What follows belongs to an exercise in optimizing a design on an open flow for small area, a short achievable clock period and few clock cycles per item; a production flow would make more cautious choices.
At most, simulation tests tie the RTL to the original design; equivalence was not proved.
Power is estimated from default activity; no workload was simulated.

== indigo ==
==> flow/design.v <==
module csum_unit #(
    parameter [15:0] RXB         = 16'h4000,
    parameter [15:0] TXB         = 16'h8000,
    parameter [15:0] RXBUF_SIZE  = 16'd1536,
    parameter [15:0] TXBUF_SIZE  = 16'd1536
) (
    input  wire        clk,
    input  wire        rst,           
    input  wire        cmd_valid,
    output wire        cmd_ready,
    input  wire [31:0] cmd_seed,
    input  wire [15:0] cmd_addr,
    input  wire [15:0] cmd_len,
    output wire        mem_req,
    input  wire        mem_gnt,
    output wire [13:0] mem_waddr,
    input  wire [31:0] mem_rdata,
    output wire        rsp_valid,
    output wire        rsp_err,
    output wire [15:0] rsp_sum
);
    reg        idle;       
    reg        busy;       
    reg        chk;        
    reg        chk2;       
    reg        reqv;       
    reg        first;      
    reg        dvalid;     
    reg        dfirst;     
    reg        dlast;      
    reg        rlast;      
    reg        f1;         
    reg        f2;         
    reg        wq;         
    reg        rspv;
    reg        err;        
    reg        rerr;       
    reg        pre_ok;     
    reg        sel;        
    reg [1:0]  a_lo;       
    reg [10:0] l;          
    reg [8:0]  w;          
    reg [31:0] r;          
    reg [15:0] acc_lo;
    reg [15:0] acc_hi;
    reg [1:0]  cy;         
    wire [11:0] ta = {1'b0, w, a_lo};
    wire [11:0] tb = {1'b0, l};
    wire [12:0] t  = {1'b0, ~(ta ^ tb)} + {(ta | tb), 1'b0};
    wire        ok = pre_ok && (!t[12] || (!t[11] && !(t[10] && t[9])));
    wire        zero = (l == 11'd0);
    wire        none = chk && zero;
    wire gnt      = reqv && mem_gnt;
    wire single   = (l[10:3] == 8'd0) && ({1'b0, l[2:0]} + {2'b00, a_lo} <= 4'd4);
    wire last_now = chk ? single : (w == l[10:2]);
    wire accept   = !busy && cmd_valid;
    reg  [8:0] w_all;      
    integer k;
    always @(*) begin
        w_all[0] = 1'b1;
        for (k = 1; k < 9; k = k + 1)
            w_all[k] = w_all[k-1] & w[k-1];
    end
    wire [8:0] w_n = w ^ (w_all & {9{gnt}});
    wire [3:0] m_lo = dfirst ? (4'b1111 << a_lo) : 4'b1111;
    wire [3:0] m_hi = dlast  ? (4'b1111 >> (2'd3 - l[1:0])) : 4'b1111;
    wire [3:0] m    = {4{dvalid && !err}} & m_lo & m_hi;
    wire [3:0] ms   = m & {4{!a_lo[0]}};                      
    wire [3:0] mx   = {m[2], m[3], m[0], m[1]} & {4{a_lo[0]}};  
    wire [31:0] rd  = mem_rdata;
    wire [31:0] rdx = {rd[23:16], rd[31:24], rd[7:0], rd[15:8]};
    wire [15:0] hi_n = acc_hi + {14'd0, cy};
    wire        inj  = rlast || (chk && zero);
    wire [31:0] r_n  = (rd  & {{8{ms[3]}}, {8{ms[2]}}, {8{ms[1]}}, {8{ms[0]}}}) |
                       (rdx & {{8{mx[3]}}, {8{mx[2]}}, {8{mx[1]}}, {8{mx[0]}}}) |
                       ({6'd0, lo_n[17:16], 8'd0, hi_n[7:0], hi_n[15:8]} & {32{inj}});
    wire [15:0] w0   = {r[7:0], r[15:8]};
    wire [15:0] w1   = {r[23:16], r[31:24]};
    wire [15:0] cs_s = acc_lo ^ w0 ^ w1;
    wire [15:0] cs_c = (acc_lo & w0) | (acc_lo & w1) | (w0 & w1);
    wire [17:0] lo_n = {2'd0, cs_s} + {1'd0, cs_c, f2 && (cy[1] || (cy[0] && !wq))};
    wire [15:0] fh   = {r[7:0], r[15:8]};
    wire        fwr  = ((fh == 16'hffff) && (r[25:24] != 2'd0)) ||
                       ((fh == 16'hfffe) && r[25]);
    wire        nc   = (acc_lo[15:12] != 4'hf) && (fh[15:11] == 5'd0);
    always @(posedge clk) begin
        r      <= r_n;
        dfirst <= first;
        dlast  <= last_now;
        acc_hi <= !busy ? cmd_seed[31:16] : hi_n;
        cy     <= !busy ? 2'd0 : lo_n[17:16];
        if (!busy)
            acc_lo <= cmd_seed[15:0];
        else if (chk2 && err)
            acc_lo <= 16'd0;
        else
            acc_lo <= lo_n[15:0];
        if (!busy) begin
            pre_ok <= ((cmd_addr[15:11] == 5'b01000) || (cmd_addr[15:11] == 5'b10000)) &&
                      (cmd_len[15:11] == 5'd0);
            sel    <= cmd_addr[15];
            a_lo   <= cmd_addr[1:0];
        end
        if (!busy)
            l <= cmd_len[10:0];
        else if (chk)
            l <= t[10:0];
        w <= !busy ? cmd_addr[10:2] : w_n;
        if (chk)
            err <= !ok;
        rerr <= chk2 && err;
        wq <= fwr;
    end
    always @(posedge clk) begin
        if (rst) begin
            idle   <= 1'b1;
            busy   <= 1'b0;
            chk    <= 1'b0;
            chk2   <= 1'b0;
            reqv   <= 1'b0;
            dvalid <= 1'b0;
            rlast  <= 1'b0;
            f1     <= 1'b0;
            f2     <= 1'b0;
            rspv   <= 1'b0;
        end else begin
            chk    <= accept;
            chk2   <= chk;
            dvalid <= gnt && !none;
            rlast  <= dvalid && dlast && !err;
            f1     <= rlast || (chk && zero);
            f2     <= f1 && !err && !nc;
            rspv   <= (f1 && nc) || f2 || (chk2 && err);
            if (accept) begin
                idle  <= 1'b0;
                busy  <= 1'b1;
                reqv  <= 1'b1;
                first <= 1'b1;
            end
            if (rspv) begin
                idle <= 1'b1;
                busy <= 1'b0;
            end
            if (gnt) begin
                first <= 1'b0;
                if (last_now)
                    reqv <= 1'b0;
            end
            if (none || (chk2 && err))
                reqv <= 1'b0;
        end
    end
    assign cmd_ready = idle;
    assign mem_req   = reqv;
    assign mem_waddr = {sel, ~sel, 3'b000, w};
    assign rsp_valid = rspv;
    assign rsp_err   = rerr;
    assign rsp_sum   = acc_lo;
endmodule
export LEC_CHECK = 0
export CAP_MARGIN = 20
export CORE_MARGIN = 2
export CORE_UTILIZATION = 40
export PLACE_DENSITY = 0.75
export SLEW_MARGIN = 20
create_clock -name core_clock -period 10.0 [get_ports {clk}]
standard.sh (not shown) runs the stock make flow with config.mk's settings and CLKGATE_MAP_FILE= SYNTH_SCRIPT=/design/flow/synth_recipe.tcl, a recipe that flattens the netlist after the stock synthesis.
==> flow/flow/run.sh <==
#!/bin/bash
export BUFFER_PORTS_ARGS="-buffer_cell sky130_fd_sc_hd__buf_1"
export SETUP_SLACK_MARGIN=7.0
bash standard.sh > standard.log 2>&1
indigo went all the way through synthesis, placement and routing and the layout is clean on timing, DRC and antenna.
Testbench counts of indigo, summed over its fixed seeds: cycles 63,482, items 512.
### indigo -> zinc
- an added ABC_AREA of 1
- a deleted PLACE_DENSITY that had been 0.75
diff --git a/flow/flow/run.sh b/flow/flow/run.sh
--- a/flow/flow/run.sh
+++ b/flow/flow/run.sh
@@ -3 +3 @@
-export SETUP_SLACK_MARGIN=7.0
+export SETUP_SLACK_MARGIN=7.1
Results
Max complex-gate fraction of the synthesized area across zinc and indigo: indigo. On sum of net half-perimeters after detailed placement, indigo beats zinc. Looking at count of clock-buffer cells in the layout, zinc sits above indigo. Part of the power in combinational logic (lower): zinc. Sum of internal, switching and leakage power ended up about 6% lower on zinc than on indigo. The final cell utilization of the core of zinc is higher than that of indigo. Between zinc and indigo, the global router's overall resource usage is lower for indigo. Compared with indigo, in zinc hold slack went down by 9.5 ps, post-synthesis cell area went up by 5.9%, number of nets at the end of the flow went up by 220, final design instance area without fill went up by 400 um^2.
Inputs modified between zinc and lagoon:
- CORE_UTILIZATION: 40 -> 50
- ABC_AREA: 1 -> unset
diff --git a/flow/flow/run.sh b/flow/flow/run.sh
--- a/flow/flow/run.sh
+++ b/flow/flow/run.sh
@@ -3 +3 @@
-export SETUP_SLACK_MARGIN=7.1
+export SETUP_SLACK_MARGIN=7.0
Findings:
lagoon finished every stage and its layout cleared the timing, design-rule and antenna checks.
Higher global-route usage was reported by lagoon, not zinc.
Looking at post-synthesis to final-layout area growth, lagoon sits 0.79 points below zinc.
Of zinc and lagoon, the run reporting the lower average wire per cell in the routed design was zinc.
Of zinc and lagoon, zinc shows the lower power, with lagoon above it.
The commonest non-fill, non-tap cell in the layout comes out buf_1 in one run and nand2_1 in the other, namely in lagoon and zinc respectively.
lagoon reports a lower x dimension of the die than zinc does.
Changes in juniper relative to lagoon:
- CORE_UTILIZATION now 40, was 50
diff --git a/flow/flow/run.sh b/flow/flow/run.sh
--- a/flow/flow/run.sh
+++ b/flow/flow/run.sh
@@ -3 +3 @@
-export SETUP_SLACK_MARGIN=7.0
+export SETUP_SLACK_MARGIN=7.05
[summary]
Per the final summary, juniper finished and its layout is clean on timing, DRC and antenna. Sort lagoon and juniper by setup slack asc -> top: lagoon. Data arrival time at the worst-slack endpoint: juniper vs lagoon — no meaningful difference. Compared with lagoon, in juniper wire length the detailed router placed on met1 increased by about 6% relative to the old numbers, average detailed-routed wire length per instance went down 1.2%, power share of the combinational group higher. juniper against lagoon: normalized max-slew margin now sits lower; total power now sits higher. In the metrics for lagoon and juniper, the one carrying the higher layout overhead on the synthesized area is juniper.
> inputs changed (juniper -> tundra)
- ABC_AREA: unset -> 1
diff --git a/flow/flow/run.sh b/flow/flow/run.sh
--- a/flow/flow/run.sh
+++ b/flow/flow/run.sh
@@ -3 +3 @@
-export SETUP_SLACK_MARGIN=7.05
+export SETUP_SLACK_MARGIN=7.0
--- outcome ---
Period utilization, tundra and juniper: larger value in tundra. Layout buffer count excluding clock buffers: tundra vs juniper down about 6%. Compared with juniper, area of the die in tundra increased by a few percent.
Changes in quartz relative to tundra:
- ABC_AREA: 1 -> unset
diff --git a/flow/flow/run.sh b/flow/flow/run.sh
--- a/flow/flow/run.sh
+++ b/flow/flow/run.sh
@@ -3 +3 @@
-export SETUP_SLACK_MARGIN=7.0
+export SETUP_SLACK_MARGIN=6.9
Findings:
- Largest fanout on the critical path in quartz is 4 higher than in tundra
- As of quartz, post-route cell area had fallen by a few percent compared to tundra.
- Measured against quartz, the die area of tundra comes out at 1.06 times the reference value.
- quartz vs tundra, utilization went down by 0.32 points.
- On quartz: total internal power is 4.9% higher than what tundra gave.
- Diff tundra..quartz | layout clock buffer count | unchanged
- quartz finished all stages; the layout is clean.
- Looking at footprint of the multi-input gates, quartz sits 3.3% lower than tundra does.
- Of the two values seen for main combinational cell family by area after synthesis, simple AND/OR/NAND/NOR gates was produced by tundra and compound AO/OA/AOI/OAI gates by quartz.
- Looking at fraction of the yosys area taken by sequential cells, quartz sits 2.1 points above tundra.

* * *

Starts from the design.v that is shown in full above.
Settings: LEC_CHECK=0, CAP_MARGIN=20, CORE_MARGIN=2, CORE_UTILIZATION=40, SLEW_MARGIN=20, TNS_END_PERCENT=20; clock period 10.0 ns.
==> flow/flow/run.sh <==
#!/bin/bash
export BUFFER_PORTS_ARGS="-buffer_cell sky130_fd_sc_hd__buf_1"
export SETUP_SLACK_MARGIN=7.0
bash standard.sh > standard.log 2>&1
The first run completed without violations.
Testbench counts at the start, summed over its fixed seeds: cycles 63,482, items 512.
Rerun with:
Settings changed: GPL_TIMING_DRIVEN set to 0, TNS_END_PERCENT 20 to not set.
Result:
- The changed run finished clean
- synthesized area is unchanged
- final cell count rises by 2.0%
- cell area rises by 1.5%
- non-clock buffer count rises by 19
- die area does not change
- clock skew barely changes
Rerun with:
Settings changed: GPL_TIMING_DRIVEN 0 to not set.
Utilization falls by 0.56 points.
Global-route usage falls by 1.5 points.
Cell area falls slightly.
Via count falls slightly.
Synthesized cell count does not change.
Rerun with:
Settings changed: CORE_UTILIZATION 40 to 30.
Effect:
- The new run finished with timing, DRC and antenna clean
- worst setup slack degrades by 35 ps
- die area increases by 32%
- synthesized cell count is unchanged
- maximum frequency decreases by 1.2%
- non-clock buffer count decreases by 2
- design area increases by 1.4%
- wire length increases by 3.4%
- combinational power decreases by about 2%
- global-route usage decreases by 4.4 points
- synthesized area is unchanged
- via count decreases by 1.8%
Rerun with:
Settings changed: CORE_UTILIZATION 30 to 40, TNS_END_PERCENT set to 50.
=> Setup slack got worse by 7.6 ps; fmax stays flat; non-clock buffer count stays the same; final area decreases slightly; global-route usage increases by 4.4 points; die area decreases by a quarter to a third.
Rerun with:
==> flow/flow/run.sh (replaced) <==
#!/bin/bash
export BUFFER_PORTS_ARGS="-buffer_cell sky130_fd_sc_hd__buf_1"
export SETUP_SLACK_MARGIN=7.1
bash standard.sh > standard.log 2>&1
Settings changed: TNS_END_PERCENT 50 to not set.
- count of clock-buffer cells in the layout is lower by 1
- clock skew is about the same
- total power is higher by 1.6%
- global-route usage is higher by 0.62 points
- combinational power is higher by about 2%
- sequential cell count is unchanged
- clock power is higher by about 3%
- die area stays the same
- design area is higher by 2.0%
- routed wire length is higher by 1.9%

* * *

## job 101
csum_unit, a different RTL version from the one above (not shown whole).
For scale: roughly 630 cells after synthesis, roughly 110 flip-flops, about 5900 µm² of cells after synthesis.
clock: 10.0 ns
lec_check: 0
cap_margin: 20
core_margin: 2
core_utilization: 40
slew_margin: 20
==> flow/flow/run.sh <==
#!/bin/bash
export BUFFER_PORTS_ARGS="-buffer_cell sky130_fd_sc_hd__buf_1"
export SETUP_SLACK_MARGIN=7.0
bash standard.sh > standard.log 2>&1
Input changes introduced in job 102 (baseline for comparison: job 101):
diff --git a/flow/flow/run.sh b/flow/flow/run.sh
--- a/flow/flow/run.sh
+++ b/flow/flow/run.sh
@@ -3 +3 @@
-export SETUP_SLACK_MARGIN=7.0
+export SETUP_SLACK_MARGIN=7.1
## What came out
Job 102 finished every stage and its layout cleared the timing, design-rule and antenna checks.
Job 101 finished all stages; the layout is clean.
Between job 101 and job 102, the ratio of final minimum period to clock period is lower for job 102.
Compared with job 101, in job 102 final routed wire length divided by cell count down 1.1%, first-iteration DRC count down 11%, core utilization of the finished layout up 0.78 points, via count down 0.78%.
Job 101 has a higher global-route wire length before repair than job 102.
Setup WNS job 101 -> job 102: better
In the tables for job 101 and job 102, worst slack on hold paths reads higher with job 101.
Met3 capacity usage during global routing delta (job 101 -> job 102): insignificant
Re number of clock-tree buffers in the layout: job 101 was higher than job 102.
Diff job 101 -> job 102 | met1 track demand over resource | decrease of 1.1 points
Function was not checked in any run of this note: the RTL went through the layout flow alone.

* * *

Setup of P:
csum_unit, a different RTL version from the one above (not shown whole).
Size: about 650 cells after synthesis, roughly 130 I/O pins, about 6100 µm² of cells after synthesis.
export LEC_CHECK = 0
export CAP_MARGIN = 20
export CORE_MARGIN = 2
export CORE_UTILIZATION = 40
export SLEW_MARGIN = 20
create_clock -name core_clock -period 10.0 [get_ports {clk}]
==> flow/flow/run.sh <==
#!/bin/bash
export BUFFER_PORTS_ARGS="-buffer_cell sky130_fd_sc_hd__buf_1"
export SETUP_SLACK_MARGIN=7.4
bash standard.sh > standard.log 2>&1
## Diff of input files: Q against P
==> flow/flow/run.sh <==
#!/bin/bash
export BUFFER_PORTS_ARGS="-buffer_cell sky130_fd_sc_hd__buf_1"
export SETUP_SLACK_MARGIN=7.0
bash standard.sh > standard.log 2>&1
### Flow results
Q: PASS, flow complete, no timing, DRC or antenna violations. ~same die area in P and Q. Lower via-per-instance ratio among P and Q: P. Of P and Q, the higher power share of the clock group belongs to Q. Number of iterations in the first detailed-routing pass came out exactly the same in P and Q. Compared with P, Q shows number of fill cells higher by 31. The via count of Q falls short of that of P by 1.8%.
Function was not checked in any run of this note: the RTL went through the layout flow alone.

* * *

Another version of the RTL of csum_unit (not shown whole).
Size in the first run: roughly 630 cells after synthesis, roughly 110 flip-flops, roughly 130 I/O pins, roughly 6000 um2 of cells after synthesis.
==> flow/config.mk <==
export PLATFORM = sky130hd
export DESIGN_NAME = csum_unit
export DESIGN_NICKNAME = csum_unit
export VERILOG_FILES = /design/flow/design.v
export SDC_FILE = /design/flow/constraint.sdc
export NUM_CORES = 4
export LEC_CHECK = 0
export CAP_MARGIN = 20
export CORE_MARGIN = 2
export CORE_UTILIZATION = 40
export CTS_BUF_LIST = sky130_fd_sc_hd__clkbuf_8
export CTS_CLUSTER_DIAMETER = 100
export CTS_CLUSTER_SIZE = 30
export SLEW_MARGIN = 20
==> flow/constraint.sdc <==
create_clock -name core_clock -period 10.0 [get_ports {clk}]
set_input_delay 2.0000 -clock core_clock [delete_from_list [all_inputs] [get_ports {clk}]]
set_output_delay 2.0000 -clock core_clock [all_outputs]
set_load 0.01 [all_outputs]
==> flow/flow/run.sh <==
#!/bin/bash
export BUFFER_PORTS_ARGS="-buffer_cell sky130_fd_sc_hd__buf_1"
export SETUP_SLACK_MARGIN=7.1
bash standard.sh > standard.log 2>&1
Testbench counts at the start, summed over its fixed seeds: cycles 64,474, items 512.
Edit:
CORE_UTILIZATION = 60   (was 40)
CTS_BUF_LIST = default   (was sky130_fd_sc_hd__clkbuf_8)
CTS_CLUSTER_DIAMETER = default   (was 100)
CTS_CLUSTER_SIZE = default   (was 30)
The changed run completed with no timing, DRC or antenna violations.
Global-route usage increases by 7.4 points.
Wire length decreases by roughly a tenth.
Final area shrinks slightly.
Area after synthesis is unchanged.
Power drops slightly.
Clock skew went down by 0.0033 ns.
Flip-flop and latch count does not change.
Clock-buffer cell count is unchanged.
Edit:
CORE_UTILIZATION = 40   (was 60)
CTS_BUF_LIST = sky130_fd_sc_hd__clkbuf_8   (was default)
Maximum frequency went down slightly.
Total power rises slightly.
Wire length climbs by roughly a tenth.
Cell area is higher slightly.
Synthesized cell count is unchanged.
Final cell count came out higher by a few percent.
Edit:
==> flow/flow/run.sh (replaced) <==
#!/bin/bash
export BUFFER_PORTS_ARGS="-buffer_cell sky130_fd_sc_hd__buf_1"
export SETUP_SLACK_MARGIN=6.9
bash standard.sh > standard.log 2>&1
CTS_BUF_LIST = default   (was sky130_fd_sc_hd__clkbuf_8)
The changed run produced a clean layout.
Total power went up by 2.5%.
Hold slack loses 0.018 ns.
Setup slack loses 0.063 ns.
Area after synthesis is unchanged.
Edit:
==> flow/flow/run.sh (replaced) <==
#!/bin/bash
export BUFFER_PORTS_ARGS="-buffer_cell sky130_fd_sc_hd__buf_1"
export SETUP_SLACK_MARGIN=7.1
bash standard.sh > standard.log 2>&1
Design area is higher by 2.0%.
Setup slack improved by 0.11 ns.
Sequential share of layout area barely changes.
Non-clock buffer count is higher by 5.
Critical path depth is higher by 1.

port drivers added, routing unchanged:
No port has a modelled driver above. Below, the same layouts with a new extraction and two added sets of constraints.
Step 1 (the two cells are an assumption about what drives the block):
set clk [get_ports {clk}]
set_driving_cell -lib_cell sky130_fd_sc_hd__clkbuf_16 $clk
set_driving_cell -lib_cell sky130_fd_sc_hd__buf_2 [delete_from_list [all_inputs] $clk]
Step 2 adds t to the input delays and takes it off the output delays; t is the mean of the earliest and latest rising clock arrival at the registers after step 1. Input paths then give back, and output paths get back, about the clock's delay inside the block.
Three values: ideal, step 1, step 2; two values: the first two.
run | t, ns | setup WS [ns] | hold slack, ns
indigo | 0.393 | 7.040 / 7.005 / 6.777 | 0.364 / 0.364 / 0.364
zinc | 0.393 | 7.077 / 7.038 / 7.029 | 0.355 / 0.355 / 0.355
lagoon | 0.393 | 7.058 / 7.017 / 6.744 | 0.355 / 0.355 / 0.355
juniper | 0.398 | 7.074 / 7.033 / 6.768 | 0.384 / 0.384 / 0.384
tundra | 0.391 | 7.051 / 7.011 / 7.033 | 0.354 / 0.354 / 0.354
quartz | 0.395 | 7.013 / 6.972 / 6.762 | 0.383 / 0.383 / 0.383
the first run of note 2 | 0.395 | 7.029 / 6.988 / 6.758 | 0.383 / 0.383 / 0.383
the second run of note 2 | 0.402 | 7.000 / 6.958 / 6.731 | 0.358 / 0.358 / 0.358
the third run of note 2 | 0.395 | 7.071 / 7.030 / 6.759 | 0.383 / 0.383 / 0.383
the fourth run of note 2 | 0.397 | 7.035 / 6.996 / 6.768 | 0.350 / 0.350 / 0.350
the fifth run of note 2 | 0.396 | 7.028 / 6.988 / 6.758 | 0.383 / 0.383 / 0.383
the sixth run of note 2 | 0.396 | 7.078 / 7.038 / 6.779 | 0.383 / 0.383 / 0.383
job 101 | 0.391 | 6.897 / 6.897 / 6.712 | 0.362 / 0.362 / 0.362
job 102 | 0.397 | 6.983 / 6.983 / 6.744 | 0.347 / 0.347 / 0.347
P | 0.392 | 6.752 / 6.752 / 6.430 | 0.442 / 0.442 / 0.442
Q | 0.393 | 6.695 / 6.695 / 6.501 | 0.440 / 0.440 / 0.440
the first run of note 5 | 0.422 | 7.044 / 7.002 / 6.752 | 0.368 / 0.368 / 0.368
the second run of note 5 | 0.418 | 7.054 / 7.019 / 6.745 | 0.356 / 0.356 / 0.356
the third run of note 5 | 0.422 | 7.044 / 7.002 / 6.752 | 0.368 / 0.368 / 0.368
the fourth run of note 5 | 0.397 | 6.981 / 6.938 / 6.673 | 0.350 / 0.350 / 0.350
the fifth run of note 5 | 0.398 | 7.087 / 7.043 / 6.723 | 0.355 / 0.355 / 0.355
After both steps every run listed still meets setup and hold. The setup slack of the fifth run of note 5, which loses most, moves by -0.044 ns with the drivers and by -0.364 ns with both steps.
